Background: an optimization exercise with open tools, aiming at small area, a short achievable clock period and few clock cycles. Do not read the settings as production practice.
In this exercise RTL edits were held to simulation tests only and were not proved equivalent to the original.

==> flow/design.v <==
module snake_field_unit (
    input  wire         clk,
    input  wire         rst,
    input  wire         in_valid,
    output wire         in_ready,
    input  wire [3:0]   op,
    input  wire [232:0] a,
    input  wire [232:0] b,
    input  wire [7:0]   imm,
    output reg          out_valid,
    output wire [232:0] out_data,
    output reg          out_err,
    output reg          out_z
);
    localparam M  = 233;
    localparam D  = 40;                  
    localparam NC = (M + D - 1) / D;     
    localparam L  = NC * D;              
    localparam CW = 3;                   
    localparam H  = D / 2;               
    localparam G  = (H + 1) / 2;         
    localparam DX = 9 * G;               
    localparam [3:0] OP_ZERO   = 4'h1;
    localparam [3:0] OP_COPY   = 4'h2;
    localparam [3:0] OP_ISZERO = 4'h3;
    localparam [3:0] OP_ADD    = 4'h4;
    localparam [3:0] OP_MULX   = 4'h5;
    localparam [3:0] OP_MUL    = 4'h6;
    localparam [3:0] OP_SQR    = 4'h7;
    localparam [3:0] OP_ITPOW  = 4'h8;
    localparam [3:0] OP_INV    = 4'h9;
    localparam [1:0] S_IDLE = 2'd0;
    localparam [1:0] S_SQ   = 2'd1;
    localparam [1:0] S_MUL  = 2'd2;
    reg [1:0]    state;
    reg          idle;        
    reg          inv_mode;    
    reg          by_a0;       
    reg          sq_first;    
    reg [3:0]    step;        
    reg [7:0]    rem;         
    reg [3:0]    tap;         
    reg [CW-1:0] cnt;         
    reg [L-1:0]  a0;          
    reg [L-1:0]  beta;        
    reg [DX-1:0] dx;          
    reg [M-1:0]  sq;          
    reg [M-1:0]  acc;         
    assign in_ready = idle;
    assign out_data = acc;
    wire accept = in_valid && idle;
    reg [7:0] nxt_nsq;        
    always @* begin
        case (step)
            4'd0:    nxt_nsq = 8'd1;
            4'd1:    nxt_nsq = 8'd3;
            4'd2:    nxt_nsq = 8'd1;
            4'd3:    nxt_nsq = 8'd7;
            4'd4:    nxt_nsq = 8'd14;
            4'd5:    nxt_nsq = 8'd1;
            4'd6:    nxt_nsq = 8'd29;
            4'd7:    nxt_nsq = 8'd58;
            4'd8:    nxt_nsq = 8'd116;
            default: nxt_nsq = 8'd1;
        endcase
    end
    wire step_by_a0 = (step == 4'd0) || (step == 4'd1) || (step == 4'd3) ||
                      (step == 4'd6);
    function [3:0] fpick;
        input [7:0] n;
        begin
            if (n[7:3] != 5'd0)  fpick = 4'b1000;
            else if (n[2])       fpick = 4'b0100;
            else if (n[1])       fpick = 4'b0010;
            else                 fpick = 4'b0001;
        end
    endfunction
    function [M-1:0] fsq;
        input [M-1:0] v;
        reg [2*M-2:0] w;
        integer i;
        begin
            w = {(2*M-1){1'b0}};
            for (i = 0; i < M; i = i + 1)
                w[2*i] = v[i];
            for (i = 2*M-2; i >= M; i = i - 1) begin
                w[i-M]    = w[i-M] ^ w[i];
                w[i-M+74] = w[i-M+74] ^ w[i];
            end
            fsq = w[M-1:0];
        end
    endfunction
    function [M-1:0] fmulx;
        input [M-1:0] v;
        begin
            fmulx = {v[M-2:0], 1'b0};
            fmulx[0]  = v[M-1];
            fmulx[74] = v[73] ^ v[M-1];
        end
    endfunction
    wire [M-1:0] s1 = fsq(acc);
    wire [M-1:0] s2 = fsq(s1);
    wire [M-1:0] s3 = fsq(s2);
    wire [M-1:0] s4 = fsq(s3);
    wire [M-1:0] s5 = fsq(s4);
    wire [M-1:0] s6 = fsq(s5);
    wire [M-1:0] s7 = fsq(s6);
    wire [M-1:0] s8 = fsq(s7);
    wire [M-1:0] sq_next = ({M{tap[3]}} & s8) | ({M{tap[2]}} & s4) |
                           ({M{tap[1]}} & s2) | ({M{tap[0]}} & s1);
    wire sq_last = (rem == 8'd0);
    wire to_mul  = sq_last && inv_mode && (step != 4'd10);
    function [DX-1:0] fdexp;
        input [D-1:0] d;
        reg [H-1:0]   y;
        reg [2*G-1:0] yp;
        integer k;
        begin
            for (k = 0; k < 3; k = k + 1) begin
                y  = (k == 0) ? d[H-1:0] : (k == 1) ? d[D-1:H] : (d[H-1:0] ^ d[D-1:H]);
                yp = {{(2*G-H){1'b0}}, y};
                fdexp[(3*k)*G   +: G] = yp[G-1:0];
                fdexp[(3*k+1)*G +: G] = yp[2*G-1:G];
                fdexp[(3*k+2)*G +: G] = yp[G-1:0] ^ yp[2*G-1:G];
            end
        end
    endfunction
    function [2*G-2:0] fclmul_g;
        input [G-1:0] x;
        input [G-1:0] y;
        integer i;
        begin
            fclmul_g = {(2*G-1){1'b0}};
            for (i = 0; i < G; i = i + 1)
                if (y[i]) fclmul_g = fclmul_g ^ ({{(G-1){1'b0}}, x} << i);
        end
    endfunction
    function [2*H-2:0] fclmul;
        input [H-1:0]   x;
        input [3*G-1:0] ye;
        reg [2*G-1:0] xp;
        reg [2*G-2:0] ll, hh, mm;
        reg [4*G-2:0] r;
        begin
            xp = {{(2*G-H){1'b0}}, x};
            ll = fclmul_g(xp[G-1:0], ye[G-1:0]);
            hh = fclmul_g(xp[2*G-1:G], ye[2*G-1:G]);
            mm = fclmul_g(xp[G-1:0] ^ xp[2*G-1:G], ye[3*G-1:2*G]);
            r = {{(2*G){1'b0}}, ll} ^ ({{(2*G){1'b0}}, mm ^ ll ^ hh} << G)
                ^ ({{(2*G){1'b0}}, hh} << (2*G));
            fclmul = r[2*H-2:0];
        end
    endfunction
    wire [L-1:0] sq_pad = {{(L-M){1'b0}}, sq};
    reg [M+D-1:0] t;
    reg [M-1:0]   acc_next;
    reg [2*H-2:0] kl, kh, km;
    reg [L+D-1:0] kp;
    integer j;
    always @* begin
        kp = {(L+D){1'b0}};
        for (j = 0; j < NC; j = j + 1) begin
            kl = fclmul(sq_pad[j*D +: H], dx[0 +: 3*G]);
            kh = fclmul(sq_pad[j*D+H +: H], dx[3*G +: 3*G]);
            km = fclmul(sq_pad[j*D +: H] ^ sq_pad[j*D+H +: H], dx[6*G +: 3*G]);
            kp = kp ^ ({{(L+D-2*H+1){1'b0}}, kl} << (j*D))
                    ^ ({{(L+D-2*H+1){1'b0}}, km ^ kl ^ kh} << (j*D+H))
                    ^ ({{(L+D-2*H+1){1'b0}}, kh} << (j*D+2*H));
        end
        t = {acc, {D{1'b0}}} ^ kp[M+D-1:0];
        acc_next = t[M-1:0] ^ {{(M-D){1'b0}}, t[M+D-1:M]}
                            ^ ({{(M-D){1'b0}}, t[M+D-1:M]} << 74);
    end
    reg [M-1:0] in_res;
    always @* begin
        case (op)
            OP_COPY, OP_SQR, OP_ITPOW, OP_INV: in_res = a;
            OP_ADD:  in_res = a ^ b;
            OP_MULX: in_res = fmulx(a);
            default: in_res = {M{1'b0}};
        endcase
    end
    wire a_zero  = (a == {M{1'b0}});
    wire illegal = (op == 4'h0) || (op > OP_INV);
    wire [L-1:0] a_pad = {{(L-M){1'b0}}, a};
    wire [L-1:0] b_pad = {{(L-M){1'b0}}, b};
    wire [L-1:0] acc_pad = {{(L-M){1'b0}}, acc};
    always @(posedge clk) begin
        case (state)
            S_IDLE: begin
                acc  <= in_res;
                sq   <= a;
                a0   <= a_pad;
                beta <= b_pad;
                dx   <= fdexp(b_pad[L-1:L-D]);
                out_z   <= (op == OP_ISZERO) && a_zero;
                out_err <= illegal || ((op == OP_INV) && a_zero);
            end
            S_SQ: begin
                if (sq_first)
                    beta <= acc_pad;
                if (to_mul) begin
                    sq  <= sq_next;
                    acc <= {M{1'b0}};
                end else begin
                    acc <= sq_next;
                end
                dx <= fdexp(step_by_a0 ? a0[L-1:L-D] :
                            sq_first   ? acc_pad[L-1:L-D] : beta[L-1:L-D]);
            end
            default: begin
                acc  <= acc_next;
                a0   <= {a0[L-D-1:0], a0[L-1:L-D]};
                beta <= {beta[L-D-1:0], beta[L-1:L-D]};
                dx   <= fdexp(by_a0 ? a0[L-D-1:L-2*D] : beta[L-D-1:L-2*D]);
            end
        endcase
        if (rst) begin
            state     <= S_IDLE;
            idle      <= 1'b1;
            inv_mode  <= 1'b0;
            by_a0     <= 1'b0;
            sq_first  <= 1'b0;
            step      <= 4'd0;
            rem       <= 8'd0;
            tap       <= 4'b0001;
            cnt       <= 0;
            out_valid <= 1'b0;
        end else begin
            out_valid <= 1'b0;
            case (state)
                S_IDLE: begin
                    inv_mode <= 1'b0;
                    step     <= 4'd0;
                    by_a0    <= 1'b0;
                    sq_first <= 1'b1;
                    cnt      <= NC - 1;
                    rem      <= 8'd0;
                    tap      <= 4'b0001;
                    if (accept) begin
                        case (op)
                            OP_MUL: begin
                                state <= S_MUL;
                                idle  <= 1'b0;
                            end
                            OP_SQR: begin
                                state <= S_SQ;
                                idle  <= 1'b0;
                            end
                            OP_ITPOW: begin
                                tap <= fpick(imm);
                                rem <= imm - {4'd0, fpick(imm)};
                                if (imm == 8'd0) begin
                                    out_valid <= 1'b1;
                                end else begin
                                    state <= S_SQ;
                                    idle  <= 1'b0;
                                end
                            end
                            OP_INV: begin
                                inv_mode <= 1'b1;
                                state    <= S_SQ;
                                idle     <= 1'b0;
                            end
                            default: begin
                                out_valid <= 1'b1;
                            end
                        endcase
                    end
                end
                S_SQ: begin
                    sq_first <= 1'b0;
                    tap      <= fpick(rem);
                    rem      <= rem - {4'd0, fpick(rem)};
                    if (sq_last) begin
                        if (to_mul) begin
                            by_a0 <= step_by_a0;
                            cnt   <= NC - 1;
                            state <= S_MUL;
                        end else begin
                            out_valid <= 1'b1;
                            state     <= S_IDLE;
                            idle      <= 1'b1;
                        end
                    end
                end
                default: begin
                    cnt <= cnt - 1'b1;
                    if (cnt == 0) begin
                        if (inv_mode) begin
                            step     <= step + 4'd1;
                            sq_first <= 1'b1;
                            tap      <= fpick(nxt_nsq);
                            rem      <= nxt_nsq - {4'd0, fpick(nxt_nsq)};
                            state    <= S_SQ;
                        end else begin
                            out_valid <= 1'b1;
                            state     <= S_IDLE;
                            idle      <= 1'b1;
                        end
                    end
                end
            endcase
        end
    end
endmodule
clock: 5.0 ns
lec_check: 0
cap_margin: 35
cell_pad_in_sites_detail_placement: 1
cell_pad_in_sites_global_placement: 2
core_margin: 2
core_utilization: 22
place_density: 0.5
setup_slack_margin: 1.7
slew_margin: 35
tns_end_percent: 0
run.sh (not shown) runs the stock make flow with config.mk's settings and CLKGATE_MAP_FILE= SYNTH_SCRIPT=/design/flow/synth_recipe.tcl, a recipe that flattens the netlist after the stock synthesis.
The baseline ran to the end with no violations.
Testbench counts at the start, summed over its fixed seeds: cycles 12,308.
Then changed:
- CAP_MARGIN: 35 -> 20
- CORE_UTILIZATION: 22 -> 25
- MIN_ROUTING_LAYER: not set -> met2
- PLACE_DENSITY: 0.5 -> 0.45
- SETUP_SLACK_MARGIN: 1.7 -> 1.3
- SLEW_MARGIN: 35 -> 20
The changed run never finished: it broke off in global routing with GRT-0116; area after synthesis does not change; synthesized cell count is unchanged.
Then changed:
- MIN_ROUTING_LAYER: met2 -> not set
- PLACE_DENSITY: 0.45 -> not set
Effect: Now the flow finished but failed the layout checks on max-capacitance violations, max-slew violations; synthesized area stays the same; synthesized cell count does not change.
Then changed:
- GPL_TIMING_DRIVEN: not set -> 0
The new run never finished: it broke off in global routing on GRT-0116; area after synthesis stays the same; synthesized cell count is unchanged.
Then changed:
- CAP_MARGIN: 20 -> 35
- CORE_UTILIZATION: 25 -> 22
- GPL_TIMING_DRIVEN: 0 -> not set
- PLACE_DENSITY: not set -> 0.5
- SLEW_MARGIN: 20 -> 35
The new run produced a clean layout.
Synthesized area stays the same.
Synthesized cell count is unchanged.

-- re-timing with driven ports --
No port has a modelled driver above. Below, the same layouts with a new extraction and two added sets of constraints.
Step 1 (the two cells are an assumption about what drives the block):
set clk [get_ports {clk}]
set_driving_cell -lib_cell sky130_fd_sc_hd__clkbuf_16 $clk
set_driving_cell -lib_cell sky130_fd_sc_hd__buf_2 [delete_from_list [all_inputs] $clk]
Step 2, shift: input delay + t, output delay - t, t = (earliest + latest rising clock arrival at the registers) / 2. This alone moves slack from input paths to output paths.
a / b / c = no drivers / after step 1 / after step 2; a / b = the first two.
| run | shift t [ns] | setup slack, ns | hold slack, ns | worst setup path after step 2 | worst data-port slew with drivers (ns) |
|---|---|---|---|---|---|
| the first run | 1.122 | 0.959 / 0.915 / 0.082 | 0.468 / 0.468 / 0.468 | input to register | 0.36 |
| the third run | 1.083 | 0.813 / 0.699 / -0.122 | 0.468 / 0.468 / 0.468 | input to register | 0.34 |
| the fifth run | 1.122 | 0.851 / 0.817 / 0.033 | 0.472 / 0.472 / 0.472 | input to register | 0.41 |
For the third run, which loses most, drivers alone change the setup slack by -0.114 ns; drivers and shift together by -0.935 ns.
